Background: an optimization exercise with open tools, aiming at small area, a short achievable clock period and few clock cycles. Do not read the settings as production practice. In this exercise RTL edits were held to simulation tests only and were not proved equivalent to the original. Power and IR drop assume default switching activity.

// tpx3_codec
module tpx3_codec (
    input  wire        clk,
    input  wire        rst,
    input  wire        in_valid,
    output wire        in_ready,
    input  wire [7:0]  in_op,
    input  wire [47:0] in_a,
    input  wire [31:0] in_b,
    input  wire [31:0] in_c,
    input  wire [31:0] in_d,
    output wire        out_valid,
    input  wire        out_ready,
    output wire [47:0] out_res,
    output wire        out_err,
    output wire        out_amb
);
    localparam [7:0] OP_ADDR_ENC  = 8'h01;
    localparam [7:0] OP_ADDR_DEC  = 8'h02;
    localparam [7:0] OP_LFSR_STEP = 8'h08;
    localparam [7:0] OP_ENC_TOA   = 8'h10;
    localparam [7:0] OP_DEC_TOA   = 8'h11;
    localparam [7:0] OP_ENC_FTOA  = 8'h12;
    localparam [7:0] OP_DEC_FTOA  = 8'h13;
    localparam [7:0] OP_ENC_TOT   = 8'h14;
    localparam [7:0] OP_DEC_TOT   = 8'h15;
    localparam [7:0] OP_ENC_PC10  = 8'h18;
    localparam [7:0] OP_DEC_PC10  = 8'h19;
    localparam [7:0] OP_PKT_ASM   = 8'h40;
    localparam [7:0] OP_PKT_DIS   = 8'h41;
    localparam [7:0] OP_HIT_DEC   = 8'h43;
    localparam [9:0] TOT_OVV  = 10'h1FF;
    reg        r1_vld, r2_vld;
    reg [47:0] r1_res, r2_res;                    
    reg        r1_err, r1_erb;                    
    reg        r2_err;                            
    reg        r1_amb, r2_amb;
    reg        r1_enc;                            
    reg        r1_dlo, r2_dlo;                    
    reg        r1_dhi, r2_dhi;                    
    reg        r1_glo, r1_ghi;                    
    reg [4:0]  r1_k;                              
    reg [4:0]  r2_r;                              
    reg        o_vld;
    reg [47:0] o_res;
    reg        o_err, o_amb;
    wire en = !o_vld || out_ready;        
    assign in_ready  = en;
    assign out_valid = o_vld;
    assign out_res   = o_res;
    assign out_err   = o_err;
    assign out_amb   = o_amb;
    function [13:0] gray2bin(input [13:0] g);
        integer i;
        begin
            gray2bin[13] = g[13];
            for (i = 12; i >= 0; i = i - 1)
                gray2bin[i] = gray2bin[i + 1] ^ g[i];
        end
    endfunction
    wire [7:0]  op = in_op;
    wire [47:0] a  = in_a;
    wire [31:0] b  = in_b;
    wire [31:0] c  = in_c;
  ...
Size in the first run: ~1,700 cells after synthesis, about 210 I/O pins, about 15,000 um2 of cells after synthesis.
Settings: LEC_CHECK=0, CAP_MARGIN=20, CORE_MARGIN=2, CORE_UTILIZATION=40, CTS_BUF_LIST=sky130_fd_sc_hd__clkbuf_4 sky130_fd_sc_hd__clkbuf_8, PLACE_DENSITY=0.6, SETUP_SLACK_MARGIN=4.6, SLEW_MARGIN=20; clock period 8.0 ns.
standard.sh (not shown) runs the stock make flow with config.mk's settings and CLKGATE_MAP_FILE= SYNTH_SCRIPT=/design/flow/synth_recipe.tcl, a recipe that flattens the netlist after the stock synthesis.
==> flow/flow/run.sh <==
#!/bin/bash
# The standard layout (standard.sh), except that the port buffers are
# buf_2 cells and timing repair may resize any cell to any size, not only to
# cells of the same footprint.  make's full output goes to make.log.
set -euo pipefail
bash standard.sh MATCH_CELL_FOOTPRINT=0 \
    "BUFFER_PORTS_ARGS=-buffer_cell sky130_fd_sc_hd__buf_2" finish > make.log 2>&1
Testbench counts at the start, summed over its fixed seeds: cycles 1,624.
Change:
- SETUP_SLACK_MARGIN: 4.6 -> 4.3
First-iteration DRC count fell by 6.3%.
Sequential power stays flat.
Cell count fell by 5.2%.
Total power fell by 22%.
Via count fell by 6.5%.
Setup slack loses 0.036 ns.
Synthesized cell count stays the same.
Wire length fell by 8.9%.
Hold slack hardly moves.
Maximum frequency fell by 0.97%.
Sequential cell count does not change.

Starting RTL as in the previous note.
==> flow/config.mk <==
export PLATFORM = sky130hd
export DESIGN_NAME = tpx3_codec
export DESIGN_NICKNAME = tpx3_codec
export VERILOG_FILES = /design/flow/design.v
export SDC_FILE = /design/flow/constraint.sdc
export NUM_CORES = 4
export LEC_CHECK = 0
export CAP_MARGIN = 20
export CORE_MARGIN = 2
export CORE_UTILIZATION = 40
export CTS_BUF_LIST = sky130_fd_sc_hd__clkbuf_4 sky130_fd_sc_hd__clkbuf_8
export PLACE_DENSITY = 0.6
export SETUP_SLACK_MARGIN = 4.45
export SLEW_MARGIN = 20
==> flow/constraint.sdc <==
create_clock -name core_clock -period 8.0 [get_ports {clk}]
set_input_delay 1.6000 -clock core_clock [delete_from_list [all_inputs] [get_ports {clk}]]
set_output_delay 1.6000 -clock core_clock [all_outputs]
set_load 0.01 [all_outputs]
Scripts as last shown in full above: flow/flow/run.sh
The starting point completed without violations.
Testbench counts at the start, summed over its fixed seeds: cycles 1,624.
Next try:
- CORE_UTILIZATION: 40 -> 45
- PLACE_DENSITY: 0.6 -> 0.65
- SETUP_SLACK_MARGIN: 4.45 -> 4.3
What happened: Flip-flop and latch count does not change. Design area fell by 4.0%. Combinational power fell by 9.8%. Power fell by 5.3%. Clock-buffer cell count is unchanged.
Next try:
- CORE_UTILIZATION: 45 -> 40
- CTS_BUF_LIST: sky130_fd_sc_hd__clkbuf_4 sky130_fd_sc_hd__clkbuf_8 -> not set
- PLACE_DENSITY: 0.65 -> 0.6
Outcome:
- The new run finished clean
- synthesized cell count does not change
- wire length stays flat
- first-iteration DRC count went up by about 20%
- synthesized area stays the same
- power increases by 3.7%
- via count fell by about 1.1%
- core utilization decreases by 5.3 points

separate check: timing with driven ports:
Ports are ideal in the flow. The routed layouts listed here were re-timed in OpenROAD. Step 1: set_driving_cell puts a clkbuf_16 on clk and a buf_2 on each other input, an assumption about the parent block. Step 2, shift: input delay + t, output delay - t, t = (earliest + latest rising clock arrival at the registers) / 2. This alone moves slack from input paths to output paths. a / b / c = ideal ports / drivers / drivers and shift; a / b = the first two.
run | shift t [ns] | setup slack, ns | worst hold slack (ns) | worst setup path after step 2
the first run of note 1 | 0.492 | 4.361 / 4.324 / 4.089 | 0.420 / 0.420 / 0.420 | input to register
the second run of note 1 | 0.514 | 4.326 / 4.315 / 3.800 | 0.423 / 0.423 / 0.423 | input to register
the first run of note 2 | 0.504 | 4.376 / 4.345 / 3.996 | 0.423 / 0.423 / 0.423 | input to register
the second run of note 2 | 0.506 | 4.292 / 4.292 / 3.837 | 0.417 / 0.417 / 0.417 | input to register
the third run of note 2 | 0.476 | 4.272 / 4.300 / 3.824 | 0.421 / 0.421 / 0.421 | input to register
After both steps every run listed still meets setup and hold. For the second run of note 1, which loses most, drivers alone change the setup slack by -0.011 ns; drivers and shift together by -0.526 ns.
